This is an optimization exercise on Yosys and OpenROAD, whose aim is small area, a short achievable clock period and few clock cycles per item, not a production implementation.
RTL that was checked went through simulation tests only; none was proved equivalent to the original.
For run 6, only the layout was checked, not whether the RTL still works.
Power figures rest on the tool's default switching activity, not on a simulated workload.

$ cat flow/flow/run.sh
#!/bin/bash
# The standard layout (standard.sh), with three changes to how it is built:
#  - synthesis is the standard one (synth_recipe.tcl and ORFS's synth.tcl,
#    unchanged) except that ABC maps the logic with flow/abc_area.script, an
#    area-oriented &nf mapping, in place of ORFS's abc_area.script. ORFS's
#    scripts are copied to abc_scripts/ with that one file replaced, and
#    only the synth step is run with SCRIPTS_DIR pointing there. Flip-flops
#    are mapped by dfflibmap before ABC runs, so the registers are the
#    standard synthesis's;
#  - port buffers are sky130_fd_sc_hd__buf_1 (buffer_ports -buffer_cell)
#    instead of the cell buffer_ports picks by itself;
#  - clock tree synthesis adds no dummy loads and builds the tree of
#    sky130_fd_sc_hd__clkbuf_8 only.
# Every tool's output goes to the ORFS logs under orfs/logs; make's own
# output goes to synth.log and standard.log here.
set -euo pipefail
rm -rf abc_scripts
cp -r "$FLOW_HOME/scripts" abc_scripts
cp flow/abc_area.script abc_scripts/abc_area.script
export BUFFER_PORTS_ARGS="-buffer_cell sky130_fd_sc_hd__buf_1"
export CTS_ARGS="-sink_clustering_enable -repair_clock_nets -dont_use_dummy_load -buf_list sky130_fd_sc_hd__clkbuf_8"
SCRIPTS_DIR="$PWD/abc_scripts" bash standard.sh synth > synth.log 2>&1
bash standard.sh finish > standard.log 2>&1
$ cat flow/flow/abc_area.script
strash
&get -n
&dch -f
&nf -R 1000 -p
&put
$ cat flow/standard.sh
#!/bin/bash
# synth_recipe.tcl (not shown) runs the flow's synth.tcl, then flattens the netlist and writes it again
# the make line also repeats each setting of config.mk as NAME=value (left out here)
make -C /OpenROAD-flow-scripts/flow DESIGN_CONFIG=/design/flow/config.mk WORK_HOME=/design/flow/orfs CLKGATE_MAP_FILE= SYNTH_SCRIPT=/design/flow/synth_recipe.tcl "${@:-finish}"
$ cat flow/config.mk
export PLATFORM = sky130hd
export DESIGN_NAME = lbm_dsp
export DESIGN_NICKNAME = lbm_dsp
export VERILOG_FILES = /design/flow/design.v
export SDC_FILE = /design/flow/constraint.sdc
export NUM_CORES = 4
export LEC_CHECK = 0
export ABC_AREA = 1
export CAP_MARGIN = 20
export CORE_MARGIN = 2
export CORE_UTILIZATION = 55
export SLEW_MARGIN = 75
$ cat flow/constraint.sdc
create_clock -name core_clock -period 70.0 [get_ports {clk}]
set_input_delay 14.0000 -clock core_clock [delete_from_list [all_inputs] [get_ports {clk}]]
set_output_delay 14.0000 -clock core_clock [all_outputs]
set_load 0.01 [all_outputs]
$ cat flow/design.v
module lbm_trad_table (
    input  wire [7:0] raw,
    input  wire       mode,
    output reg  [6:0] target
);
    always @(*) begin
        if (raw > 8'd224)
            target = 7'd0;
        else if (mode) begin
            target = 7'd0;
            if (raw >= 8'd10) target = 7'd1;
            if (raw >= 8'd27) target = 7'd2;
            if (raw >= 8'd43) target = 7'd3;
            if (raw >= 8'd59) target = 7'd4;
            if (raw >= 8'd73) target = 7'd5;
            if (raw >= 8'd86) target = 7'd6;
            if (raw >= 8'd97) target = 7'd7;
            if (raw >= 8'd108) target = 7'd8;
            if (raw >= 8'd116) target = 7'd9;
            if (raw >= 8'd124) target = 7'd10;
            if (raw >= 8'd129) target = 7'd11;
            if (raw >= 8'd133) target = 7'd12;
        end
        else begin
            target = 7'd0;
            if (raw >= 8'd19) target = 7'd1;
            if (raw >= 8'd30) target = 7'd2;
            if (raw >= 8'd41) target = 7'd3;
            if (raw >= 8'd50) target = 7'd4;
            if (raw >= 8'd58) target = 7'd5;
            if (raw >= 8'd66) target = 7'd6;
            if (raw >= 8'd73) target = 7'd7;
            if (raw >= 8'd80) target = 7'd8;
            if (raw >= 8'd87) target = 7'd9;
            if (raw >= 8'd93) target = 7'd10;
            if (raw >= 8'd98) target = 7'd11;
            if (raw >= 8'd103) target = 7'd12;
            if (raw >= 8'd108) target = 7'd13;
            if (raw >= 8'd110) target = 7'd14;
            if (raw >= 8'd111) target = 7'd17;
            if (raw >= 8'd112) target = 7'd19;
            if (raw >= 8'd113) target = 7'd21;
            if (raw >= 8'd114) target = 7'd24;
            if (raw >= 8'd115) target = 7'd27;
            if (raw >= 8'd116) target = 7'd29;
            if (raw >= 8'd117) target = 7'd32;
            if (raw >= 8'd118) target = 7'd34;
            if (raw >= 8'd119) target = 7'd37;
            if (raw >= 8'd120) target = 7'd40;
            if (raw >= 8'd121) target = 7'd43;
            if (raw >= 8'd122) target = 7'd45;
            if (raw >= 8'd123) target = 7'd64;
        end
    end
endmodule
module lbm_log_table (
    input  wire [6:0] idx,
    output reg  [7:0] r,
    output reg  [5:0] g
);
    always @(*) begin
        case (idx)
            7'd0: begin r = 8'd0; g = 6'd0; end
            7'd1: begin r = 8'd0; g = 6'd0; end
            7'd2: begin r = 8'd0; g = 6'd0; end
            7'd3: begin r = 8'd0; g = 6'd0; end
            7'd4: begin r = 8'd0; g = 6'd0; end
            7'd5: begin r = 8'd0; g = 6'd0; end
            7'd6: begin r = 8'd0; g = 6'd0; end
            7'd7: begin r = 8'd0; g = 6'd0; end
            7'd8: begin r = 8'd0; g = 6'd0; end
            7'd9: begin r = 8'd0; g = 6'd0; end
            7'd10: begin r = 8'd0; g = 6'd0; end
            7'd11: begin r = 8'd0; g = 6'd0; end
            7'd12: begin r = 8'd0; g = 6'd0; end
            7'd13: begin r = 8'd0; g = 6'd0; end
            7'd14: begin r = 8'd0; g = 6'd0; end
            7'd15: begin r = 8'd0; g = 6'd0; end
            7'd16: begin r = 8'd0; g = 6'd0; end
            7'd17: begin r = 8'd0; g = 6'd0; end
            7'd18: begin r = 8'd0; g = 6'd0; end
            7'd19: begin r = 8'd0; g = 6'd0; end
            7'd20: begin r = 8'd0; g = 6'd0; end
            7'd21: begin r = 8'd0; g = 6'd0; end
            7'd22: begin r = 8'd0; g = 6'd1; end
            7'd23: begin r = 8'd0; g = 6'd1; end
            7'd24: begin r = 8'd0; g = 6'd1; end
            7'd25: begin r = 8'd0; g = 6'd1; end
            7'd26: begin r = 8'd0; g = 6'd1; end
            7'd27: begin r = 8'd0; g = 6'd1; end
            7'd28: begin r = 8'd0; g = 6'd1; end
            7'd29: begin r = 8'd0; g = 6'd1; end
            7'd30: begin r = 8'd0; g = 6'd1; end
            7'd31: begin r = 8'd0; g = 6'd1; end
            7'd32: begin r = 8'd0; g = 6'd1; end
            7'd33: begin r = 8'd0; g = 6'd1; end
            7'd34: begin r = 8'd0; g = 6'd1; end
            7'd35: begin r = 8'd0; g = 6'd1; end
            7'd36: begin r = 8'd0; g = 6'd1; end
            7'd37: begin r = 8'd0; g = 6'd1; end
            7'd38: begin r = 8'd0; g = 6'd1; end
            7'd39: begin r = 8'd0; g = 6'd1; end
            7'd40: begin r = 8'd0; g = 6'd1; end
            7'd41: begin r = 8'd0; g = 6'd1; end
            7'd42: begin r = 8'd0; g = 6'd2; end
            7'd43: begin r = 8'd0; g = 6'd2; end
            7'd44: begin r = 8'd0; g = 6'd2; end
            7'd45: begin r = 8'd0; g = 6'd2; end
            7'd46: begin r = 8'd0; g = 6'd2; end
            7'd47: begin r = 8'd0; g = 6'd2; end
            7'd48: begin r = 8'd0; g = 6'd2; end
            7'd49: begin r = 8'd0; g = 6'd2; end
            7'd50: begin r = 8'd0; g = 6'd2; end
            7'd51: begin r = 8'd0; g = 6'd2; end
            7'd52: begin r = 8'd0; g = 6'd2; end
            7'd53: begin r = 8'd0; g = 6'd2; end
            7'd54: begin r = 8'd0; g = 6'd3; end
            7'd55: begin r = 8'd0; g = 6'd3; end
            7'd56: begin r = 8'd0; g = 6'd3; end
            7'd57: begin r = 8'd0; g = 6'd3; end
            7'd58: begin r = 8'd0; g = 6'd3; end
            7'd59: begin r = 8'd0; g = 6'd3; end
            7'd60: begin r = 8'd0; g = 6'd3; end
            7'd61: begin r = 8'd0; g = 6'd3; end
            7'd62: begin r = 8'd0; g = 6'd4; end
            7'd63: begin r = 8'd0; g = 6'd4; end
            7'd64: begin r = 8'd0; g = 6'd4; end
            7'd65: begin r = 8'd0; g = 6'd4; end
            7'd66: begin r = 8'd0; g = 6'd4; end
            7'd67: begin r = 8'd0; g = 6'd5; end
            7'd68: begin r = 8'd0; g = 6'd5; end
            7'd69: begin r = 8'd0; g = 6'd5; end
            7'd70: begin r = 8'd0; g = 6'd5; end
            7'd71: begin r = 8'd0; g = 6'd5; end
            7'd72: begin r = 8'd0; g = 6'd6; end
            7'd73: begin r = 8'd0; g = 6'd6; end
            7'd74: begin r = 8'd0; g = 6'd6; end
            7'd75: begin r = 8'd0; g = 6'd6; end
            7'd76: begin r = 8'd0; g = 6'd6; end
            7'd77: begin r = 8'd0; g = 6'd7; end
            7'd78: begin r = 8'd0; g = 6'd7; end
            7'd79: begin r = 8'd0; g = 6'd7; end
            7'd80: begin r = 8'd0; g = 6'd7; end
            7'd81: begin r = 8'd0; g = 6'd8; end
            7'd82: begin r = 8'd0; g = 6'd8; end
            7'd83: begin r = 8'd0; g = 6'd8; end
            7'd84: begin r = 8'd0; g = 6'd9; end
            7'd85: begin r = 8'd0; g = 6'd9; end
            7'd86: begin r = 8'd0; g = 6'd10; end
            7'd87: begin r = 8'd0; g = 6'd10; end
            7'd88: begin r = 8'd0; g = 6'd10; end
            7'd89: begin r = 8'd0; g = 6'd11; end
            7'd90: begin r = 8'd0; g = 6'd11; end
            7'd91: begin r = 8'd0; g = 6'd11; end
            7'd92: begin r = 8'd0; g = 6'd12; end
            7'd93: begin r = 8'd0; g = 6'd12; end
            7'd94: begin r = 8'd0; g = 6'd13; end
            7'd95: begin r = 8'd0; g = 6'd13; end
            7'd96: begin r = 8'd0; g = 6'd14; end
            7'd97: begin r = 8'd0; g = 6'd14; end
            7'd98: begin r = 8'd0; g = 6'd15; end
            7'd99: begin r = 8'd0; g = 6'd15; end
            7'd100: begin r = 8'd0; g = 6'd16; end
            7'd101: begin r = 8'd0; g = 6'd17; end
            7'd102: begin r = 8'd0; g = 6'd17; end
            7'd103: begin r = 8'd0; g = 6'd18; end
            7'd104: begin r = 8'd0; g = 6'd19; end
            7'd105: begin r = 8'd0; g = 6'd19; end
            7'd106: begin r = 8'd0; g = 6'd20; end
            7'd107: begin r = 8'd0; g = 6'd21; end
            7'd108: begin r = 8'd0; g = 6'd22; end
            7'd109: begin r = 8'd0; g = 6'd22; end
            7'd110: begin r = 8'd0; g = 6'd23; end
            7'd111: begin r = 8'd0; g = 6'd24; end
            7'd112: begin r = 8'd0; g = 6'd25; end
            7'd113: begin r = 8'd0; g = 6'd26; end
            7'd114: begin r = 8'd0; g = 6'd27; end
            7'd115: begin r = 8'd0; g = 6'd28; end
            7'd116: begin r = 8'd0; g = 6'd29; end
            7'd117: begin r = 8'd0; g = 6'd30; end
            7'd118: begin r = 8'd0; g = 6'd31; end
            7'd119: begin r = 8'd0; g = 6'd33; end
            7'd120: begin r = 8'd9; g = 6'd34; end
            7'd121: begin r = 8'd20; g = 6'd35; end
            7'd122: begin r = 8'd33; g = 6'd37; end
            7'd123: begin r = 8'd46; g = 6'd39; end
            7'd124: begin r = 8'd125; g = 6'd0; end
            7'd125: begin r = 8'd165; g = 6'd0; end
            7'd126: begin r = 8'd210; g = 6'd0; end
            7'd127: begin r = 8'd255; g = 6'd0; end
            default: begin r = 8'd0; g = 6'd0; end
        endcase
    end
endmodule
module lbm_curve (
    input  wire [7:0] raw,
    input  wire       mode,
    output wire [6:0] target
);
    lbm_trad_table u_tab (.raw(raw), .mode(mode), .target(target));
endmodule
module lbm_pair (
    input  wire [159:0] audio,      
    output wire [79:0]  pkeys       
);
    function gt8(input [7:0] a, input [7:0] b);
        integer i;
        reg g, n;
        begin
            g = 1'b0; n = 1'b1;
            for (i = 7; i >= 0; i = i - 1) begin
                g = g | (n & a[i] & ~b[i]);
                n = n & (a[i] | ~b[i]);
            end
            gt8 = g;
        end
    endfunction
    genvar j;
    generate
        for (j = 0; j < 10; j = j + 1) begin : g_pair
            wire [7:0] s0 = audio[16*j +: 8];
            wire [7:0] s1 = audio[16*j+8 +: 8];
            wire [7:0] k0 = {s0[6:0] ^ {7{~s0[7]}}, ~s0[7]};
            wire [7:0] k1 = {s1[6:0] ^ {7{~s1[7]}}, ~s1[7]};
            assign pkeys[8*j +: 8] = gt8(k0, k1) ? k0 : k1;
        end
    endgenerate
endmodule
module lbm_peak (
    input  wire [79:0] keys,
    output wire [7:0]  pkey
);
    wire [9:0] alive [0:8];
    assign alive[8] = 10'h3FF;
    genvar j, b;
    generate
        for (b = 7; b >= 0; b = b - 1) begin : g_bit
            wire [9:0] hit;
            for (j = 0; j < 10; j = j + 1) begin : g_j
                assign hit[j] = alive[b+1][j] & keys[8*j+b];
            end
            assign pkey[b]  = |hit;
            assign alive[b] = pkey[b] ? hit : alive[b+1];
        end
    endgenerate
endmodule
module lbm_vu_color (
    input  wire [6:0] idx,
    output wire [7:0] r,
    output wire [5:0] g
);
    lbm_log_table u_tab (.idx(idx), .r(r), .g(g));
endmodule
module lbm_dsp (
    input  wire         clk,
    input  wire         rst,
    input  wire         in_valid,
    output wire         in_ready,
    input  wire [1:0]   in_op,        
    input  wire         in_mode,      
    input  wire [7:0]   in_raw,       
    input  wire [159:0] in_audio,     
    output reg          out_valid,
    output reg  [6:0]   out_target,
    output wire [15:0]  out_vu,
    output wire [7:0]   out_r,
    output wire [7:0]   out_g,
    output wire [7:0]   out_b
);
    localparam OP_TARGET = 2'd0;
    localparam OP_VUSAMP = 2'd1;
    localparam OP_VUMAX  = 2'd2;
    assign in_ready = 1'b1;
    reg         c_valid;
    reg [1:0]   c_op;
    reg         c_mode;
    reg [7:0]   c_raw;
    reg [79:0]  c_pair;      
    wire [79:0] pair;
    lbm_pair u_pair (.audio(in_audio), .pkeys(pair));
    always @(posedge clk) begin
        c_valid <= in_valid & ~rst;
        c_op    <= in_op;
        c_mode  <= in_mode;
        c_raw   <= in_raw;
        c_pair  <= pair;
    end
    wire [6:0] target;
    lbm_curve u_curve (.raw(c_raw), .mode(c_mode), .target(target));
    wire [7:0] pkey;
    lbm_peak u_peak (.keys(c_pair), .pkey(pkey));
    wire       d_valid  = c_valid;
    wire       d_samp   = c_valid & (c_op == OP_VUSAMP);
    wire       d_vmax   = c_valid & (c_op == OP_VUMAX);
    wire [7:0] d_pkey   = pkey;
    wire [6:0] d_target = (c_op == OP_TARGET) ? target : 7'd0;
    reg [15:0] vu_state;
    reg [7:0]  win0, win1, win2;    
    reg [7:0]  col_r;
    reg [5:0]  col_g;
    wire [31:0] wkeys = {win2, win1, win0, d_pkey};
    wire [3:0]  walive [0:8];
    wire [7:0]  skey;
    assign walive[8] = 4'hF;
    genvar wb, wj;
    generate
        for (wb = 7; wb >= 0; wb = wb - 1) begin : g_wbit
            wire [3:0] hit;
            for (wj = 0; wj < 4; wj = wj + 1) begin : g_wj
                assign hit[wj] = walive[wb+1][wj] & wkeys[8*wj+wb];
            end
            assign skey[wb]   = |hit;
            assign walive[wb] = skey[wb] ? hit : walive[wb+1];
        end
    endgenerate
    wire [7:0] sig  = {1'b0, skey[7:1]} + {7'd0, skey[0]};    
    wire [15:0] decay  = vu_state + {4'hF, ~vu_state[15:4]} + {15'd0, ~|vu_state[3:0]};
    reg         hi_gt, hi_ge;
    integer     ai;
    always @(*) begin
        hi_gt = 1'b0; hi_ge = 1'b1;
        for (ai = 15; ai >= 8; ai = ai - 1) begin
            hi_gt = hi_gt | (hi_ge & sig[ai-8] & ~vu_state[ai]);
            hi_ge = hi_ge & (sig[ai-8] | ~vu_state[ai]);
        end
    end
    wire        attack = hi_gt | (hi_ge & (vu_state[7:0] == 8'd0));
    wire        dzero  = (vu_state <= 16'd273);    
    wire [8:0] didx = {1'b0, decay[15:8]} + {8'd0, decay[7]};
    reg  [6:0] idx;
    always @(*) begin
        if (d_vmax)
            idx = 7'd127;
        else if (attack)
            idx = sig[7] ? 7'd127 : sig[6:0];
        else if (dzero)
            idx = 7'd0;
        else
            idx = (didx[8] | didx[7]) ? 7'd127 : didx[6:0];
    end
    wire [7:0] nr;
    wire [5:0] ng;
    lbm_vu_color u_color (.idx(idx), .r(nr), .g(ng));
    always @(posedge clk) begin
        if (rst) begin
            vu_state <= 16'd0;
            win0 <= 8'd0; win1 <= 8'd0; win2 <= 8'd0;
            col_r <= 8'd0;
            col_g <= 6'd0;
            out_valid <= 1'b0;
        end else begin
            out_valid <= d_valid;
            if (d_samp) begin
                vu_state <= attack ? {sig, 8'd0} : dzero ? 16'd0 : decay;
                win0 <= d_pkey; win1 <= win0; win2 <= win1;
            end else if (d_vmax) begin
                vu_state <= 16'hFFFF;
            end
            if (d_samp | d_vmax) begin
                col_r <= nr;
                col_g <= ng;
            end
        end
        out_target <= d_target;
    end
    assign out_vu = vu_state;
    assign out_r  = col_r;
    assign out_g  = {2'd0, col_g};
    assign out_b  = 8'd0;
endmodule
==> results.json, run 1 <==
{
  "path_max_fanout": 11,
  "areaGrowthSynthToFinish_pct": 18.76,
  "dpl-instance-area_um2": 11540,
  "period_share_pct": 22.41,
  "synth_cells": 1302,
  "start_util_pct": 55.90,
  "crit_top_cell": "o21ai_0",
  "antenna_found_initial": 0,
  "postSynth.asyncResetShare_pct": 0,
  "drtIter0Drc": 592,
  "fillers": 1648,
  "fin_nets": 1752,
  "firstDrtPassIters": 8,
  "cts_buffer_depth": 2,
  "via_per_inst": 5.697,
  "gp_congestion": 0.9120,
  "htreeDepth": 4,
  "cts_tree": "built",
  "period_minus_slack_ns": 15.69,
  "slowest_stage": "maj3_1",
  "combPwrFrac_pct": 58.6,
  "synthFlopType": "dfxtp_1",
  "crit_path_cell_trace": "buf_2 > xor2_1 > maj3_1 > nor2_1 > a221oi_1 > o21ai_0 > o21ai_0 > a221o_1 > o21ai_1 > buf_4 > mux2i_1",
  "io_buffers": 211,
  "required_ns": 70.40,
  "route.detailed.drc": 0,
  "rsz0062_at_grt": "false",
  "die_y_um": 139.1,
  "peakVddDrop_uv": 22.46,
  "grt_pass1_wl_um": 42570,
  "finalClockSkew_ns": 0.02430,
  "clkPwrFrac_pct": 12.7,
  "grtUsageTotal_pct": 26.28,
  "coreArea_um2": 17960,
  "hold_viol_final": 0,
  "finish.instance_area_um2": 11930,
  "clk_pin_slew_ns": 0.08,
  "rows": 49,
  "path_delay_family": "compound AO/OA/AOI/OAI gates",
  "ys_seq_area_share_pct": 30.70,
  "switching_share_pct": 46.57,
  "cts_buffers": 17,
  "p_sw_uw": 183.1,
  "clock_latency_ns": 0.47,
  "critPathArrivalTime_ns": 16.08,
  "p_leak_nw": 4.476,
  "synth-seq-cells": 154,
  "cp-end-kind": "register",
  "holdBufCountCts": 0,
  "finalMaxSlewViolations": 0,
  "power_density_nw_per_um2": 32.97,
  "wire_per_inst_um": 14.87,
  "place_hpwl_um": 20450,
  "die_w_um": 139.1,
  "synthDistinctLibCells": 60,
  "vias": 10146,
  "clock-sinks": 154,
  "ant_nets": 0,
  "critPathLaunchType": "input pin",
  "die_area_um2": 19360,
  "cpPeakStageDelay_ns": 0.35,
  "setup_viol": 0,
  "critical_path_buf_inv_count": 2,
  "synth_warnings": 5,
  "synth_edf_count": 0,
  "hold_class": "reg -> reg",
  "max_cap_violations": 0,
  "fin_setup_tns_ns": 0,
  "clockRootBuffer": "clkbuf_8",
  "worstSetupPathType": "in -> reg",
  "grt_pass1_vias": 9018,
  "final_common_cell": "buf_1",
  "synthesis.area_per_instance_um2": 7.713,
  "n_antenna_cell": 0,
  "final_cell_mix": "buf_1 (191), nand2_1 (157), dfxtp_1 (149)",
  "fmax_ghz": 0.06375,
  "syn_area_um2": 10040,
  "io_pins": 223,
  "grt_max_degree": 57,
  "p_int_uw": 210.1,
  "postCtsSetupBuffers": 0,
  "cts_resized": 0,
  "drive_gt1_share_pct": 7.732,
  "drt-total-wl_um": 26480,
  "overflow": 0,
  "power_frac_seq_pct": 28.7,
  "status": "timing/DRC/antenna clean"
}
kinds of logic after synthesis:
group	synth area share, %
AOI/OAI and AO/OA	29.22
muxes	1.894
xor gates and xnor gates	14.13
buffers and inverters	2.280
adders and majority gates	3.638
other	0.07478
and+or+nand+nor	18.07
DFF	30.70
power groups by stage:
stage               registers (mW)  logic (mW)  clock network, mW
detailed placement           0.114       0.223                  0
finish                       0.113       0.230             0.0500
floorplan                    0.111       0.158                  0
global placement             0.114       0.211                  0
global route                 0.114       0.257             0.0545
CTS                          0.112       0.225             0.0512
worst register-to-register path: cells and delay by family (launching register included):
kind                       cells  cell delay (ns)
adders and majority gates      2             0.35
buffers and inverters          7             1.75
xor gates and xnor gates       1             0.27
DFF                            1             0.35
and+or+nand+nor               27             5.01
AOI/OAI and AO/OA             23             4.47
synthesized netlist by cell type (5+ instances only):
cell / count / share of area, %
xor2_1: 87 / 7.6
dfxtp_1: 154 / 31
o21ai_0: 133 / 6.6
maj3_1: 5 / 0.50
nand2_1: 158 / 5.9
a21oi_1: 123 / 6.1
o22ai_1: 22 / 1.4
ha_1: 22 / 2.7
a31oi_1: 10 / 0.62
mux2i_1: 19 / 1.9
and3_1: 5 / 0.31
clkinv_1: 39 / 1.5
nand4_1: 11 / 0.69
nand3_1: 12 / 0.60
nor3_1: 30 / 1.5
a211oi_1: 25 / 1.9
o21bai_1: 6 / 0.45
o21a_1: 35 / 2.6
a221oi_1: 18 / 1.6
nand2b_1: 6 / 0.37
buf_4: 11 / 0.82
a221o_1: 5 / 0.50
nor2_1: 148 / 5.5
xnor2_1: 75 / 6.5
o211ai_1: 20 / 1.5
a21o_1: 10 / 0.75
or2_0: 6 / 0.37
nor2b_1: 22 / 1.4
a22oi_1: 19 / 1.4
cell type report:
class                           instances  area, um2  share of cell area, %
Clock buffer                           17      234.0                  1.962
Inverter                               39      146.4                  1.227
Multi-Input combinational cell       1107       7124                  59.74
Sequential cell                       154       3089                  25.90
Tap cell                              229      286.5                  2.402
Timing Repair Buffer                  235       1046                  8.770
flip-flops by register name (all words and copies together), names as in the netlist:
| register | flops |
|---|---|
| c_mode | 1 |
| c_op | 2 |
| c_pair | 80 |
| c_raw | 8 |
| c_valid | 1 |
| col_g | 6 |
| col_r | 8 |
| out_target | 7 |
| out_valid | 1 |
| vu_state | 16 |
| win0 | 8 |
| win1 | 8 |
| win2 | 8 |
metrics by stage:
stage	worst slack [ns]	power, mW	utilization [%]	hold WS, ns	instances
after floorplan	53.91	0.2692	-	0.4268	1311
after global placement	53.58	0.3249	62.31	0.4439	1755
after detailed placement	53.87	0.3371	64.23	0.4502	1761
after CTS	54.35	0.3884	65.54	0.4599	1778
after global routing	54.13	0.4256	66.39	0.4852	1781
final	54.31	0.3932	66.39	0.4607	1781
layer usage:
metal  vias to the layer above  share of wire [%]  GRT usage [%]
met5                         -                  0              0
met4                         0                2.0          7.974
met3                        45                5.4          4.144
met2                       351                 47          44.00
met1                      4548                 46          35.04
li1                       5202                  -              -
path summary, 6_finish.rpt:
path / endpoint / startpoint / cells after the start / slack [ns]
setup / recovery: c_pair[16] / in_audio[47] / 11 / 54.31
hold / removal: col_r[0] / col_r[0] / 2 / 0.46
setup reg to reg: col_g[0] / c_pair[15] / 60 / 57.69
hold reg to reg: col_r[0] / col_r[0] / 2 / 0.46
Testbench counts, summed over its fixed seeds: cycles 16,016, items 16,000.
==> inputs of run 2 (changes only) <==
--- a/flow/config.mk
+++ b/flow/config.mk
@@ -11,2 +11,2 @@
 export CORE_UTILIZATION = 55
-export SLEW_MARGIN = 75
+export SLEW_MARGIN = 60
==> results.json, run 2 <==
{
  "status": "timing/DRC/antenna clean",
  "firstDrtPassIters": 6,
  "fin_setup_tns_ns": 0,
  "gp_congestion": 0.9120,
  "crit_path_cell_trace": "buf_1 > xnor2_1 > maj3_1 > nor2_1 > a221oi_1 > o21ai_0 > o21ai_0 > a221o_1 > o21ai_0 > buf_4 > mux2i_1",
  "htreeDepth": 4,
  "yosys.area.top_type_share_pct": 30.70,
  "ys_seq_area_share_pct": 30.70,
  "period_share_pct": 22.69,
  "seqCellArea_um2": 3084,
  "synthesis.area_per_instance_um2": 7.713,
  "hold_slack_ns": 0.4565,
  "r2r-start": "c_pair[15]",
  "critPathLaunchType": "input pin",
  "cts_buffer_depth": 2,
  "critical_path_buf_inv_count": 2,
  "io_buffers": 211,
  "period_minus_slack_ns": 15.89,
  "synth.largest_area_cell": "dfxtp_1",
  "dp_slack_ns": 53.67,
  "regToRegSetupSlack_ns": 57.40,
  "postCtsSetupBuffers": 0,
  "die_area_um2": 19360,
  "overflow": 0,
  "cts_resized": 0,
  "fmax_ghz": 0.06295,
  "cp-end-kind": "register",
  "worst_pin_slew_ns": 0.5721,
  "p_leak_nw": 4.287,
  "clock_latency_ns": 0.46,
  "max_cap_violations": 0,
  "cts_buffers": 17,
  "via_per_inst": 5.601,
  "cpPeakStageDelay_ns": 0.38,
  "clock-sinks": 154,
  "slowest_stage": "buf_1",
  "whs_path_depth": 2,
  "ff2ff_path_depth": 56,
  "power_density_nw_per_um2": 33.26,
  "fin_nets": 1744,
  "final_cell_mix": "buf_1 (206), nand2_1 (158), dfxtp_1 (153)",
  "vias": 9930,
  "worstSetupPathType": "in -> reg",
  "reg2reg_to": "col_g[0]",
  "place_hpwl_um": 19880,
  "finalClockSkew_ns": 0.02488,
  "postSynth.asyncResetShare_pct": 0,
  "timing.slew.headroom_pct": 61.51,
  "die_y_um": 139.1,
  "n_antenna_cell": 0,
  "synth_most_common_cell": "nand2_1",
  "synthDistinctLibCells": 60,
  "multi_input_area_um2": 6837,
  "ys_top_cells_by_count": "nand2_1 (158), dfxtp_1 (154), nor2_1 (148), o21ai_0 (133), a21oi_1 (123)",
  "drt-total-wl_um": 25620,
  "reg_top3": "c_pair x80, vu_state x16",
  "rows": 49,
  "setup_viol": 0,
  "route.detailed.drc": 0,
  "wire_per_inst_um": 14.45,
  "drive_gt1_share_pct": 3.433,
  "io_pins": 223,
  "synthFlopType": "dfxtp_1",
  "critPathArrivalTime_ns": 16.27,
  "coreArea_um2": 17960,
  "hold_viol_final": 0,
  "fillers": 1679,
  "rsz0062_at_grt": "false",
  "grt_max_degree": 57,
  "die_w_um": 139.1,
  "path_delay_family": "compound AO/OA/AOI/OAI gates",
  "clockRootBuffer": "clkbuf_8",
  "top_register": "c_pair",
  "path_depth": 11,
  "largest_reg_flops": 80,
  "cts_tree": "built",
  "holdBufCountCts": 0,
  "crit_top_cell": "o21ai_0",
  "synth-seq-cells": 154,
  "syn_area_um2": 10040,
  "areaGrowthSynthToFinish_pct": 14.62,
  "min_from": "col_r[6]",
  "grt_pass1_vias": 8757,
  "drtIter0Drc": 507,
  "fin_ws_ns": 54.11,
  "path_max_fanout": 11,
  "synth_warnings": 5,
  "synth_area_leaders": "dfxtp_1 (31%), xor2_1 (7.6%), o21ai_0 (6.6%)",
  "grtUsageTotal_pct": 25.66,
  "synth_edf_count": 0,
  "grt_pass1_wl_um": 41700,
  "ant_nets": 0,
  "clk_pin_slew_ns": 0.08,
  "holdPathEnd": "col_r[6]",
  "final_common_cell": "buf_1",
  "synth_cells": 1302,
  "start_util_pct": 55.90,
  "hold_class": "reg -> reg",
  "finalMaxSlewViolations": 0,
  "antenna_found_initial": 0,
  "required_ns": 70.38,
  "peakVddDrop_uv": 22.25
}
==> run 2: worst max-delay path by stage <==
stage | from | end
finish | in_audio[39] | c_pair[16]
global route | in_audio[47] | c_pair[17]
CTS | in_audio[47] | c_pair[16]
detailed placement | in_audio[47] | c_pair[16]
global placement | in_audio[79] | c_pair[32]
floorplan | in_audio[95] | c_pair[40]
==> run 2: where the power goes <==
part | switching [mW] | internal (mW)
Clock | 0.0282 | 0.0214
Sequential | 0.00997 | 0.102
Combinational | 0.141 | 0.0800
==> run 2: cell type report <==
cell class	count	area share [%]
clock buffers	17	2.033
inverters	39	1.272
multi-input cells	1107	59.40
flip-flops and latches	154	26.80
well taps	229	2.489
repair buffers	227	8.012
==> run 2: metal layers <==
| layer | GRT usage [%] | share of wire [%] | vias up |
|---|---|---|---|
| li1 | - | - | 5192 |
| met4 | 6.752 | 1.5 | 0 |
| met2 | 42.83 | 46 | 331 |
| met1 | 34.70 | 47 | 4381 |
| met5 | 0 | 0 | - |
| met3 | 4.109 | 5.4 | 26 |
==> run 2: through the flow <==
stage	utilization (%)	total power, mW	cell area (um2)	std cells
6_report	64.07	0.3828	11510	1773
5_1_grt	64.07	0.4135	11510	1773
3_3_place_gp	62.31	0.3249	11190	1755
4_1_cts	63.84	0.3792	11470	1772
3_5_place_dp	62.53	0.3286	11230	1755
2_1_floorplan	-	0.2692	10080	1311
==> run 2: logic make-up (layout without fill, tap and decap cells) <==
family	Yosys count	after routing	synth area share (%)
flops	154	154	30.70
other cells	2	11	0.07478
compound gates	468	468	29.22
buf+inv	50	283	2.280
fa+ha+maj	29	29	3.638
simple gates	418	418	18.07
xor+xnor	162	162	14.13
mux	19	19	1.894
==> run 2: worst reg2reg max path: cells and delay by family, from the launching register on <==
kind                     cells  cell delay [ns]
AO/OA/AOI/OAI               25             5.65
adder cells (fa/ha/maj)      2             0.56
AND/OR/NAND/NOR             24             4.83
buffers and inverters        5             1.12
flip-flops                   1             0.33
==> inputs of run 3 (changes only) <==
--- a/flow/config.mk
+++ b/flow/config.mk
@@ -11,2 +11,2 @@
 export CORE_UTILIZATION = 55
-export SLEW_MARGIN = 60
+export SLEW_MARGIN = 67
==> results.json, run 3 <==
{
  "status": "timing/DRC/antenna clean",
  "areaGrowthSynthToFinish_pct": 15.45,
  "cts_buffer_depth": 2,
  "dpl-instance-area_um2": 11310,
  "gp_congestion": 0.9120,
  "start_util_pct": 55.90,
  "drtIter0Drc": 646,
  "period_share_pct": 22.57,
  "place_hpwl_um": 20060,
  "fillers": 1675,
  "die_area_um2": 19360,
  "drive_gt1_share_pct": 4.977,
  "max_cap_violations": 0,
  "cts_resized": 0,
  "via_per_inst": 5.716,
  "clk_pin_slew_ns": 0.08,
  "setup_viol": 0,
  "route.detailed.drc": 0,
  "drt-total-wl_um": 26070,
  "postSynth.asyncResetShare_pct": 0,
  "synth_warnings": 5,
  "synth_edf_count": 0,
  "hold_viol_final": 0,
  "cp-end-kind": "register",
  "synthDistinctLibCells": 60,
  "clock-sinks": 154,
  "ys_top_cells_by_count": "nand2_1 (158), dfxtp_1 (154), nor2_1 (148), o21ai_0 (133), a21oi_1 (123)",
  "finish.instance_area_um2": 11590,
  "grt_max_degree": 57,
  "period_minus_slack_ns": 15.80,
  "grt_pass1_vias": 8848,
  "synth_simple_gate_area_share_pct": 18.07,
  "ys_seq_area_share_pct": 30.70,
  "synth.largest_area_cell": "dfxtp_1",
  "top_register": "c_pair",
  "fmax_ghz": 0.06328,
  "fin_nets": 1747,
  "synth_cells": 1302,
  "synth_area_leaders": "dfxtp_1 (31%), xor2_1 (7.6%), o21ai_0 (6.6%)",
  "regToRegSetupSlack_ns": 57.86,
  "p_leak_nw": 4.344,
  "io_pins": 223,
  "r2r-start": "c_pair[15]",
  "final_core_util_pct": 64.54,
  "firstDrtPassIters": 5,
  "grtUsageTotal_pct": 25.89,
  "postCtsSetupBuffers": 0,
  "ff2ff_path_depth": 56,
  "die_y_um": 139.1,
  "crit_path_cell_trace": "buf_1 > buf_2 > xnor2_1 > maj3_1 > nor2_1 > a221oi_1 > o21ai_0 > o21ai_0 > a221o_1 > o21ai_1 > buf_4 > mux2i_1",
  "largest_reg_flops": 80,
  "endpoint": "c_pair[16]",
  "final_cell_mix": "buf_1 (191), nand2_1 (158), dfxtp_1 (152)",
  "finalMaxSlewViolations": 0,
  "synthXorXnorAreaFrac_pct": 14.13,
  "synth_mux_area_share_pct": 1.894,
  "cpPeakStageDelay_ns": 0.33,
  "power_density_nw_per_um2": 33.36,
  "critPathLaunch": "in_audio[39]",
  "reg_top3": "c_pair x80, vu_state x16",
  "fin_setup_tns_ns": 0,
  "reg2reg_to": "col_g[0]",
  "overflow": 0,
  "final_common_cell": "buf_1",
  "ant_nets": 0,
  "vias": 10152,
  "cts_tree": "built",
  "rsz0062_at_grt": "false",
  "syn_area_um2": 10040,
  "path_max_fanout": 11,
  "n_antenna_cell": 0,
  "required_ns": 70.40,
  "wire_per_inst_um": 14.68,
  "critPathLaunchType": "input pin",
  "synth_most_common_cell": "nand2_1",
  "crit_top_cell": "o21ai_0",
  "die_w_um": 139.1,
  "synthFlopType": "dfxtp_1",
  "worstSetupPathType": "in -> reg",
  "clockRootBuffer": "clkbuf_8",
  "coreArea_um2": 17960,
  "clock_latency_ns": 0.46,
  "io_buffers": 211,
  "peakVddDrop_uv": 20.13,
  "finalClockSkew_ns": 0.02654,
  "yosys.area.top_type_share_pct": 30.70,
  "antenna_found_initial": 0,
  "synthesis.area_per_instance_um2": 7.713,
  "synthAdderAreaFrac_pct": 3.638,
  "rows": 49,
  "grt_pass1_wl_um": 42100,
  "slowest_stage": "maj3_1",
  "cts_buffers": 17,
  "holdBufCountCts": 0,
  "critPathArrivalTime_ns": 16.20,
  "synth_compound_area_share_pct": 29.22,
  "synth_top_family_by_area": "compound AO/OA/AOI/OAI gates",
  "hold_class": "reg -> reg",
  "htreeDepth": 4,
  "synth-seq-cells": 154
}
[run 3: area by class of cell]
type                            instances  area, um2  share of cell area (%)
Multi-Input combinational cell       1107       6885                   59.39
Sequential cell                       154       3085                   26.61
Timing Repair Buffer                  230      955.9                   8.245
Tap cell                              229      286.5                   2.471
Clock buffer                           17      234.0                   2.018
Inverter                               39      146.4                   1.263
[run 3: cell families after synthesis]
| family | count (synthesis) |
|---|---|
| AOI/OAI and AO/OA | 468 |
| xor gates and xnor gates | 162 |
| adders and majority gates | 29 |
| buffers and inverters | 50 |
| DFF | 154 |
| muxes | 19 |
| other | 2 |
| and+or+nand+nor | 418 |
[run 3: power by group]
part | leakage (nW) | total, mW | switching, mW | internal (mW)
sequential | 1.28 | 0.112 | 0.0103 | 0.102
combinational | 2.94 | 0.224 | 0.142 | 0.0816
clock | 0.122 | 0.0505 | 0.0291 | 0.0214
total | 4.34 | 0.387 | 0.182 | 0.205
[run 3: metal layers]
| metal | part of all wire, % | GRT usage [%] | wire, um | vias up |
|---|---|---|---|---|
| met5 | 0 | 0 | 0 | - |
| met2 | 47 | 42.93 | 12150 | 342 |
| met3 | 5.1 | 4.178 | 1319 | 38 |
| met1 | 46 | 34.94 | 12120 | 4583 |
| li1 | - | - | - | 5189 |
| met4 | 1.9 | 7.496 | 486 | 0 |
[run 3: through the flow]
stage	setup slack, ns	hold WS (ns)	instances	power, mW
floorplan	53.91	0.4268	1311	0.2692
global placement	53.58	0.4439	1755	0.3249
detailed placement	53.64	0.4455	1756	0.3314
CTS	54.13	0.4554	1773	0.3822
global route	54.05	0.4830	1776	0.4163
finish	54.20	0.4578	1776	0.3868
[run 3: worst min path at each step]
| stage | from | endpoint | slack, ns | cells after the start |
|---|---|---|---|---|
| final | col_r[0] | col_r[0] | 0.46 | 2 |
| after global routing | win1[1] | win2[1] | 0.48 | 2 |
| after CTS | col_r[0] | col_r[0] | 0.46 | 2 |
| after detailed placement | col_r[0] | col_r[0] | 0.45 | 2 |
| after global placement | col_r[0] | col_r[0] | 0.44 | 2 |
| after floorplan | win2[6] | win2[6] | 0.43 | 2 |
[run 3: critical path, delay by kind of cell]
kind,cells,cell delay (ns)
buffers and inverters,3,0.64
AO/OA/AOI/OAI,5,0.81
AND/OR/NAND/NOR,1,0.11
adder cells (fa/ha/maj),1,0.33
XOR/XNOR,1,0.11
multiplexers,1,0.19
==> inputs of run 4 (changes only) <==
--- a/flow/config.mk
+++ b/flow/config.mk
@@ -11,2 +11,2 @@
 export CORE_UTILIZATION = 55
-export SLEW_MARGIN = 67
+export SLEW_MARGIN = 20
==> results.json, run 4 <==
{
  "ys_seq_area_share_pct": 30.70,
  "cp-end-kind": "register",
  "clock-sinks": 154,
  "grtUsageTotal_pct": 25.59,
  "synth.largest_area_cell": "dfxtp_1",
  "period_share_pct": 23.01,
  "dp_slack_ns": 53.46,
  "ant_nets": 0,
  "io_buffers": 211,
  "grt_pass1_vias": 8851,
  "peakVddDrop_uv": 18.90,
  "synth_most_common_cell": "nand2_1",
  "fin_setup_tns_ns": 0,
  "areaGrowthSynthToFinish_pct": 13.84,
  "top_register": "c_pair",
  "syn_area_um2": 10040,
  "ys_top_cells_by_count": "nand2_1 (158), dfxtp_1 (154), nor2_1 (148), o21ai_0 (133), a21oi_1 (123)",
  "ff2ff_path_depth": 57,
  "fmax_ghz": 0.06208,
  "cts_resized": 0,
  "postSynth.asyncResetShare_pct": 0,
  "final_common_cell": "buf_1",
  "holdBufCountCts": 0,
  "slowest_stage": "a21oi_1",
  "dpl-instance-area_um2": 11190,
  "synth_cells": 1302,
  "max_cap_violations": 0,
  "rows": 49,
  "hold_class": "reg -> reg",
  "cts_buffers": 17,
  "fin_ws_ns": 53.89,
  "hold_slack_ns": 0.4560,
  "drive_gt1_share_pct": 2.333,
  "path_max_fanout": 12,
  "reg_top3": "c_pair x80, vu_state x16",
  "hold_viol_final": 0,
  "fin_nets": 1743,
  "overflow": 0,
  "worstSetupPathType": "in -> reg",
  "seqCellArea_um2": 3083,
  "multi_input_area_um2": 6777,
  "total_power_uw": 380.5,
  "crit_path_cell_trace": "buf_1 > xor2_1 > clkinv_1 > o22a_1 > a221oi_1 > o21ai_0 > o21ai_0 > a221oi_1 > a21oi_1 > o21ai_0",
  "cts_buffer_depth": 2,
  "drt-total-wl_um": 25710,
  "firstDrtPassIters": 5,
  "largest_reg_flops": 80,
  "grt_pass1_wl_um": 41710,
  "setup_viol": 0,
  "die_y_um": 139.1,
  "whs_path_depth": 2,
  "synthFlopType": "dfxtp_1",
  "synthDistinctLibCells": 60,
  "rsz0062_at_grt": "false",
  "fillers": 1656,
  "power_density_nw_per_um2": 33.29,
  "clock_latency_ns": 0.46,
  "vias": 10008,
  "start_util_pct": 55.90,
  "critPathArrivalTime_ns": 16.40,
  "cpPeakStageDelay_ns": 0.72,
  "grt_max_degree": 57,
  "status": "timing/DRC/antenna clean",
  "clk_pin_slew_ns": 0.08,
  "synth_edf_count": 0,
  "via_per_inst": 5.648,
  "die_w_um": 139.1,
  "n_antenna_cell": 0,
  "synth_area_leaders": "dfxtp_1 (31%), xor2_1 (7.6%), o21ai_0 (6.6%)",
  "htreeDepth": 4,
  "worst_pin_slew_ns": 1.031,
  "synth_warnings": 5,
  "required_ns": 70.29,
  "postCtsSetupBuffers": 0,
  "place_hpwl_um": 19900,
  "crit_top_cell": "o21ai_0",
  "finalMaxSlewViolations": 0,
  "clockRootBuffer": "clkbuf_8",
  "coreArea_um2": 17960,
  "final_cell_mix": "buf_1 (210), nand2_1 (158), dfxtp_1 (154)",
  "finish.instance_area_um2": 11430,
  "io_pins": 223,
  "gp_congestion": 0.9120,
  "drtIter0Drc": 580,
  "die_area_um2": 19360,
  "finalClockSkew_ns": 0.02492,
  "timing.slew.headroom_pct": 30.99,
  "critPathLaunchType": "input pin",
  "route.detailed.drc": 0,
  "cts_tree": "built",
  "yosys.area.top_type_share_pct": 30.70,
  "period_minus_slack_ns": 16.11,
  "antenna_found_initial": 0,
  "p_leak_nw": 4.262,
  "wire_per_inst_um": 14.51,
  "synthesis.area_per_instance_um2": 7.713,
  "synth-seq-cells": 154
}
==> run 4: kinds of logic (layout without fill, tap and decap cells) <==
| family | count (synthesis) | count (layout) | share of synthesized area, % |
|---|---|---|---|
| AO/OA/AOI/OAI | 468 | 468 | 29.22 |
| XOR/XNOR | 162 | 162 | 14.13 |
| adder cells (fa/ha/maj) | 29 | 29 | 3.638 |
| buffers and inverters | 50 | 282 | 2.280 |
| flip-flops | 154 | 154 | 30.70 |
| multiplexers | 19 | 19 | 1.894 |
| other | 2 | 11 | 0.07478 |
| AND/OR/NAND/NOR | 418 | 418 | 18.07 |
==> run 4: path summary, 6_finish.rpt <==
kind	slack [ns]	end	startpoint
worst min register to register	0.46	col_g[3]	col_g[3]
worst max register to register	56.79	col_g[0]	c_pair[15]
worst max-delay path	53.89	c_pair[70]	in_audio[143]
worst min-delay path	0.46	col_g[3]	col_g[3]
==> run 4: report_power, final <==
part / internal, mW / total (mW) / leakage (nW) / switching, mW
Sequential: 0.102 / 0.112 / 1.28 / 0.0101
Combinational: 0.0787 / 0.219 / 2.86 / 0.140
Clock: 0.0214 / 0.0498 / 0.122 / 0.0284
==> run 4: final cells by class <==
| type | instances | area share [%] |
|---|---|---|
| well taps | 229 | 2.506 |
| clock buffers | 17 | 2.047 |
| repair buffers | 226 | 7.924 |
| inverters | 39 | 1.281 |
| flip-flops and latches | 154 | 26.97 |
| multi-input cells | 1107 | 59.28 |
==> run 4: metrics by stage <==
step                      utilization, %  cells
final                              63.64   1772
after global routing               63.64   1772
after CTS                          63.61   1772
after detailed placement           62.31   1755
after global placement             62.31   1755
after floorplan                        -   1311
==> run 4: worst max-delay path: cells and delay by family <==
family,cells,cell delay (ns)
buf+inv,2,0.51
compound gates,7,1.63
xor+xnor,1,0.25
==> run 4: per-layer routing <==
layer  track usage (%)  routed length, um  up-vias
li1                  -                  -     5189
met4             7.071                447        0
met3             3.867               1248       34
met1             34.73              12120     4468
met2             42.57              11890      317
met5                 0                  0        -
==> inputs of run 5 (changes only) <==
--- a/flow/config.mk
+++ b/flow/config.mk
@@ -11,2 +11,2 @@
 export CORE_UTILIZATION = 55
-export SLEW_MARGIN = 20
+export SLEW_MARGIN = 50
==> results.json, run 5 <==
{
  "combPwrFrac_pct": 57.5,
  "n_antenna_cell": 0,
  "peakVddDrop_uv": 22.69,
  "route.detailed.drc": 0,
  "regToRegSetupSlack_ns": 57.26,
  "largest_reg_flops": 80,
  "synth_area_leaders": "dfxtp_1 (31%), xor2_1 (7.6%), o21ai_0 (6.6%)",
  "required_ns": 70.39,
  "synth-seq-cells": 154,
  "path_max_fanout": 11,
  "cts_tree": "built",
  "synth_warnings": 5,
  "drive_gt1_share_pct": 2.787,
  "grt_pass1_vias": 8925,
  "critPathArrivalTime_ns": 16.29,
  "cts_buffers": 17,
  "cp-end-kind": "register",
  "via_per_inst": 5.699,
  "ys_seq_area_share_pct": 30.70,
  "coreArea_um2": 17960,
  "stdcell_count": 1772,
  "finalClockSkew_ns": 0.02441,
  "clock_latency_ns": 0.46,
  "syn_area_um2": 10040,
  "period_share_pct": 22.72,
  "cts_buffer_depth": 2,
  "p_int_uw": 202.5,
  "postSynth.asyncResetShare_pct": 0,
  "period_minus_slack_ns": 15.90,
  "synth_most_common_cell": "nand2_1",
  "power_density_nw_per_um2": 33.32,
  "path_delay_family": "compound AO/OA/AOI/OAI gates",
  "rsz0062_at_grt": "false",
  "hold_class": "reg -> reg",
  "finish.instance_area_um2": 11460,
  "crit_top_cell": "o21ai_0",
  "setup_viol": 0,
  "dpl.cell_count": 1755,
  "wire_per_inst_um": 14.65,
  "cts_resized": 0,
  "synthFlopType": "dfxtp_1",
  "die_y_um": 139.1,
  "worstSetupPathType": "in -> reg",
  "gp_congestion": 0.9120,
  "yosys.area.top_type_share_pct": 30.70,
  "drt-total-wl_um": 25960,
  "grt_max_degree": 57,
  "finalMaxSlewViolations": 0,
  "clock-sinks": 154,
  "overflow": 0,
  "start_util_pct": 55.90,
  "holdBufCountCts": 0,
  "slowest_stage": "buf_1",
  "antenna_found_initial": 0,
  "p_sw_uw": 179.3,
  "die_w_um": 139.1,
  "critical_path_buf_inv_count": 2,
  "p_leak_nw": 4.265,
  "htreeDepth": 4,
  "grtUsageTotal_pct": 25.92,
  "firstDrtPassIters": 7,
  "vias": 10098,
  "switching_share_pct": 46.97,
  "areaGrowthSynthToFinish_pct": 14.10,
  "clk_pin_slew_ns": 0.08,
  "cpPeakStageDelay_ns": 0.39,
  "max_cap_violations": 0,
  "synth.largest_area_cell": "dfxtp_1",
  "fin_nets": 1743,
  "dpl-instance-area_um2": 11220,
  "synth_cells": 1302,
  "final_cell_mix": "buf_1 (210), nand2_1 (158), dfxtp_1 (154)",
  "drtIter0Drc": 643,
  "place_hpwl_um": 20020,
  "fin_setup_tns_ns": 0,
  "io_buffers": 211,
  "clkPwrFrac_pct": 13.2,
  "crit_path_cell_trace": "buf_1 > xnor2_1 > maj3_1 > nor2_1 > a221oi_1 > o21ai_0 > o21ai_0 > a221o_1 > o21ai_0 > buf_4 > mux2i_1",
  "top_register": "c_pair",
  "status": "timing/DRC/antenna clean",
  "clockRootBuffer": "clkbuf_8",
  "io_pins": 223,
  "grt_pass1_wl_um": 42210,
  "synth_edf_count": 0,
  "ant_nets": 0,
  "critPathLaunchType": "input pin",
  "worst_pin_slew_ns": 0.6886,
  "rows": 49,
  "timing.slew.headroom_pct": 53.61,
  "power_frac_seq_pct": 29.4,
  "synthDistinctLibCells": 60,
  "postCtsSetupBuffers": 0,
  "reg_top3": "c_pair x80, vu_state x16",
  "final_common_cell": "buf_1",
  "ys_top_cells_by_count": "nand2_1 (158), dfxtp_1 (154), nor2_1 (148), o21ai_0 (133), a21oi_1 (123)",
  "synthesis.area_per_instance_um2": 7.713,
  "hold_viol_final": 0,
  "fmax_ghz": 0.06288,
  "die_area_um2": 19360
}
-- run 5: worst reg2reg max path, delay by kind of cell (launching register included) --
kind                     cells  cell delay [ns]
AO/OA/AOI/OAI               25             5.67
adder cells (fa/ha/maj)      2             0.57
buffers and inverters        5             1.13
AND/OR/NAND/NOR             24             4.91
flip-flops                   1             0.35
-- run 5: power by group through the flow --
| stage | clock [mW] | combinational [mW] | sequential [mW] |
|---|---|---|---|
| 2_1_floorplan | 0 | 0.158 | 0.111 |
| 3_3_place_gp | 0 | 0.211 | 0.114 |
| 3_5_place_dp | 0 | 0.215 | 0.114 |
| 4_1_cts | 0.0512 | 0.216 | 0.112 |
| 5_1_grt | 0.0548 | 0.244 | 0.114 |
| 6_report | 0.0502 | 0.219 | 0.112 |
-- run 5: cell type report --
| cell class | instances | area (um2) |
|---|---|---|
| sequential | 154 | 3083 |
| timing repair buffer | 226 | 905.9 |
| multi-input combinational | 1107 | 6803 |
| fill | 1707 | 6505 |
| inverter | 39 | 146.4 |
| clock buffer | 17 | 234.0 |
| tap | 229 | 286.5 |
-- run 5: cells by family after synthesis --
family	after synthesis	synth area share, %
buffers and inverters	50	2.280
AO/OA/AOI/OAI	468	29.22
adder cells (fa/ha/maj)	29	3.638
flip-flops	154	30.70
XOR/XNOR	162	14.13
multiplexers	19	1.894
other	2	0.07478
AND/OR/NAND/NOR	418	18.07
-- run 5: path summary, 6_finish.rpt --
check                     to         start  cells after the start
setup / recovery  c_pair[16]  in_audio[39]                     11
hold / removal      col_g[3]      col_g[3]                      2
setup reg to reg    col_g[0]     c_pair[7]                     56
hold reg to reg     col_g[3]      col_g[3]                      2
-- run 5: per-layer routing --
layer	vias up	GRT usage (%)	wire (um)
met3	39	4.282	1346
met1	4523	34.80	12260
met4	0	7.390	458
met2	346	43.17	11890
met5	-	0	0
li1	5190	-	-
-- run 5: through the flow --
step / utilization, % / worst slack, ns / hold slack (ns) / total power, mW
2_1_floorplan: - / 53.91 / 0.4268 / 0.2692
3_3_place_gp: 62.31 / 53.58 / 0.4439 / 0.3249
3_5_place_dp: 62.44 / 53.64 / 0.4455 / 0.3285
4_1_cts: 63.75 / 54.13 / 0.4541 / 0.3793
5_1_grt: 63.79 / 53.93 / 0.4697 / 0.4126
6_report: 63.79 / 54.10 / 0.4544 / 0.3819
==> inputs of run 6 (changes only) <==
--- a/flow/design.v
+++ b/flow/design.v
@@ -203,5 +203,5 @@
     input  wire [159:0] audio,      
-    output wire [79:0]  pkeys       
+    output wire [79:0]  psamp       
 );
-    function gt8(input [7:0] a, input [7:0] b);
+    function ge8(input [7:0] a, input [7:0] b);
         integer i;
@@ -214,3 +214,13 @@
             end
-            gt8 = g;
+            ge8 = g | n;
+        end
+    endfunction
+    function cy8(input [7:0] a, input [7:0] b);
+        integer i;
+        reg c;
+        begin
+            c = 1'b0;
+            for (i = 0; i < 8; i = i + 1)
+                c = (a[i] & b[i]) | (c & (a[i] | b[i]));
+            cy8 = c;
         end
@@ -220,7 +230,6 @@
         for (j = 0; j < 10; j = j + 1) begin : g_pair
-            wire [7:0] s0 = audio[16*j +: 8];
-            wire [7:0] s1 = audio[16*j+8 +: 8];
-            wire [7:0] k0 = {s0[6:0] ^ {7{~s0[7]}}, ~s0[7]};
-            wire [7:0] k1 = {s1[6:0] ^ {7{~s1[7]}}, ~s1[7]};
-            assign pkeys[8*j +: 8] = gt8(k0, k1) ? k0 : k1;
+            wire [7:0] a = audio[16*j +: 8];
+            wire [7:0] b = audio[16*j+8 +: 8];
+            wire a_wins = ~(ge8(a, b) ^ cy8(a, b));
+            assign psamp[8*j +: 8] = a_wins ? a : b;
         end
@@ -229,5 +238,12 @@
 module lbm_peak (
-    input  wire [79:0] keys,
+    input  wire [79:0] samp,        
     output wire [7:0]  pkey
 );
+    wire [79:0] keys;
+    genvar k;
+    generate
+        for (k = 0; k < 10; k = k + 1) begin : g_key
+            assign keys[8*k +: 8] = {samp[8*k +: 7] ^ {7{~samp[8*k+7]}}, ~samp[8*k+7]};
+        end
+    endgenerate
     wire [9:0] alive [0:8];
@@ -279,3 +295,3 @@
     wire [79:0] pair;
-    lbm_pair u_pair (.audio(in_audio), .pkeys(pair));
+    lbm_pair u_pair (.audio(in_audio), .psamp(pair));
     always @(posedge clk) begin
@@ -290,3 +306,3 @@
     wire [7:0] pkey;
-    lbm_peak u_peak (.keys(c_pair), .pkey(pkey));
+    lbm_peak u_peak (.samp(c_pair), .pkey(pkey));
     wire       d_valid  = c_valid;
@@ -317,12 +333,10 @@
     wire [15:0] decay  = vu_state + {4'hF, ~vu_state[15:4]} + {15'd0, ~|vu_state[3:0]};
-    reg         hi_gt, hi_ge;
+    reg         hi_gt;
     integer     ai;
     always @(*) begin
-        hi_gt = 1'b0; hi_ge = 1'b1;
-        for (ai = 15; ai >= 8; ai = ai - 1) begin
-            hi_gt = hi_gt | (hi_ge & sig[ai-8] & ~vu_state[ai]);
-            hi_ge = hi_ge & (sig[ai-8] | ~vu_state[ai]);
-        end
+        hi_gt = 1'b0;
+        for (ai = 8; ai < 16; ai = ai + 1)
+            hi_gt = (sig[ai-8] & ~vu_state[ai]) | (~(sig[ai-8] ^ vu_state[ai]) & hi_gt);
     end
-    wire        attack = hi_gt | (hi_ge & (vu_state[7:0] == 8'd0));
+    wire        attack = hi_gt | ((sig == vu_state[15:8]) & (vu_state[7:0] == 8'd0));
     wire        dzero  = (vu_state <= 16'd273);    
==> results.json, run 6 <==
{
  "fin_ws_ns": 54.24,
  "dpl-instance-area_um2": 11600,
  "via_per_inst": 5.871,
  "dp_slack_ns": 53.64,
  "path_max_fanout": 12,
  "cts_buffers": 17,
  "drive_gt1_share_pct": 2.347,
  "required_ns": 70.33,
  "p_leak_nw": 4.282,
  "fillers": 1724,
  "cts_tree": "built",
  "postSynth.asyncResetShare_pct": 0,
  "worstSetupPathType": "in -> reg",
  "rsz0062_at_grt": "false",
  "route.detailed.drc": 0,
  "busiest_layer": "met2",
  "cp-end-kind": "register",
  "n_antenna_cell": 0,
  "status": "timing/DRC/antenna clean",
  "critPathArrivalTime_ns": 16.09,
  "clock_latency_ns": 0.45,
  "fin_nets": 1827,
  "period_minus_slack_ns": 15.76,
  "whs_path_depth": 2,
  "wire_per_inst_um": 14.28,
  "gp_congestion": 0.9134,
  "postCtsSetupBuffers": 0,
  "overflow": 0,
  "fin_setup_tns_ns": 0,
  "clockRootBuffer": "clkbuf_8",
  "fmax_ghz": 0.06345,
  "reg_top3": "c_pair x80, vu_state x16",
  "worst_pin_slew_ns": 0.6843,
  "final_cell_mix": "buf_1 (210), nand2_1 (162), dfxtp_1 (154)",
  "drtIter0Drc": 708,
  "hold_slack_ns": 0.4604,
  "synth_most_common_cell": "nand2_1",
  "hold_class": "reg -> reg",
  "power_density_nw_per_um2": 35.28,
  "largest_reg_flops": 80,
  "drt-total-wl_um": 26460,
  "synth.largest_area_cell": "dfxtp_1",
  "synth_area_leaders": "dfxtp_1 (29%), a21oi_1 (6.6%), nand2_1 (5.8%)",
  "grt_max_degree": 57,
  "hold_viol_final": 0,
  "final_common_cell": "buf_1",
  "use_met1_pct": 33.17,
  "cts_buffer_depth": 2,
  "peakVddDrop_uv": 19.32,
  "synth_edf_count": 0,
  "io_buffers": 211,
  "coreArea_um2": 18710,
  "ys_seq_area_share_pct": 29.46,
  "finalClockSkew_ns": 0.03056,
  "synth-seq-cells": 154,
  "ys_top_cells_by_count": "nand2_1 (162), dfxtp_1 (154), a21oi_1 (139), nor2_1 (127), o21ai_0 (109)",
  "die_w_um": 141.9,
  "clock-sinks": 154,
  "firstDrtPassIters": 7,
  "max_cap_violations": 0,
  "areaGrowthSynthToFinish_pct": 13.43,
  "ff2ff_path_depth": 59,
  "io_pins": 223,
  "clk_pin_slew_ns": 0.07,
  "period_share_pct": 22.51,
  "finish.instance_area_um2": 11870,
  "die_area_um2": 20140,
  "die_y_um": 141.9,
  "htreeDepth": 4,
  "rows": 50,
  "synth_cells": 1387,
  "synthDistinctLibCells": 58,
  "syn_area_um2": 10460,
  "finalMaxSlewViolations": 0,
  "cts_resized": 0,
  "place_hpwl_um": 20350,
  "grtUsageTotal_pct": 25.89,
  "vias": 10879,
  "critPathLaunchType": "input pin",
  "total_power_uw": 418.8,
  "grt_use_met2_pct": 45.30,
  "grt_pass1_wl_um": 43970,
  "grt_pass1_vias": 9591,
  "timing.slew.headroom_pct": 54.32,
  "setup_viol": 0,
  "holdBufCountCts": 0,
  "synthFlopType": "dfxtp_1",
  "top_register": "c_pair",
  "antenna_found_initial": 0,
  "synthesis.area_per_instance_um2": 7.544,
  "synth_warnings": 5,
  "start_util_pct": 55.94,
  "yosys.area.top_type_share_pct": 29.46,
  "grt_use_met3_pct": 3.365,
  "ant_nets": 0
}
## run 6: layout make-up
type / instances / area (um2) / area share [%]
tap: 234 / 292.8 / 2.467
clock buffer: 17 / 234.0 / 1.971
timing repair buffer: 217 / 838.3 / 7.063
multi-input combinational: 1132 / 7049 / 59.39
inverter: 99 / 371.6 / 3.131
sequential: 154 / 3083 / 25.98
## run 6: critical path, cell delays in order
cell	delay, ns
buf_1	0.12
clkinv_1	0.11
maj3_1	0.35
a21oi_1	0.11
or2_0	0.12
a31oi_1	0.08
a221oi_1	0.28
o2bb2ai_1	0.14
xor2_2	0.41
mux2_1	0.36
## run 6: worst paths after layout
check        slack (ns)         start          to
min                0.46      col_r[6]    col_r[6]
max               54.24  in_audio[65]  c_pair[32]
min reg2reg        0.46      col_r[6]    col_r[6]
max reg2reg       55.18    c_pair[15]    col_g[0]
## run 6: power breakdown
group / switching [mW] / internal [mW] / total, mW
Clock: 0.0286 / 0.0214 / 0.0500
Combinational: 0.172 / 0.0883 / 0.260
Sequential: 0.00917 / 0.0997 / 0.109
Total: 0.209 / 0.209 / 0.419
## run 6: metrics by stage
stage,cells,util [%]
after floorplan,1396,-
after global placement,1836,61.74
after detailed placement,1836,62.04
after CTS,1853,63.29
after global routing,1853,63.45
final,1853,63.45
## run 6: per-layer routing
metal,up-vias,wire length [um]
met2,391,12850
met4,0,544
li1,5549,-
met5,-,0
met3,50,1455
met1,4889,11610
## run 6: kinds of logic after synthesis
family	Yosys count	share of synthesized area, %
DFF	154	29.46
and+or+nand+nor	426	18.27
AOI/OAI and AO/OA	528	31.95
xor gates and xnor gates	103	8.621
buffers and inverters	110	4.341
other	2	0.07177
muxes	22	2.356
adders and majority gates	42	4.927

what the ideal ports hide:
In the flow no input, the clock included, has a driving cell. The finished layouts below were timed again as built, in two steps.
Step 1 sets driving cells, clkbuf_16 on the clock port and buf_2 on the other inputs (assumed; they add their load-dependent delay and slew).
Step 2 also shifts input and output timing later by t, the mid clock arrival at the registers, as if the neighbouring blocks saw the same clock.
a / b / c = ideal ports / drivers / drivers and shift; a / b = the first two.
| run | t, ns | slack for setup (ns) | clock arrival spread, ns | worst data-port slew with drivers (ns) | pins driven straight from the clock port |
|---|---|---|---|---|---|
| run 1 | 0.492 | 54.314 / 54.330 / 53.838 | 0.024 / 0.024 | 0.05 | 1 |
| run 2 | 0.488 | 54.115 / 54.135 / 53.647 | 0.026 / 0.025 | 0.05 | 1 |
| run 3 | 0.493 | 54.198 / 54.217 / 53.724 | 0.031 / 0.031 | 0.05 | 1 |
| run 4 | 0.490 | 53.892 / 53.912 / 53.421 | 0.025 / 0.025 | 0.05 | 1 |
| run 5 | 0.488 | 54.097 / 54.110 / 53.622 | 0.025 / 0.024 | 0.05 | 1 |
| run 6 | 0.481 | 54.240 / 54.254 / 53.773 | 0.031 / 0.030 | 0.05 | 1 |
After both steps every run listed still meets setup and hold. The setup slack of run 1, which loses most, moves by +0.016 ns with the drivers and by -0.476 ns with both steps.
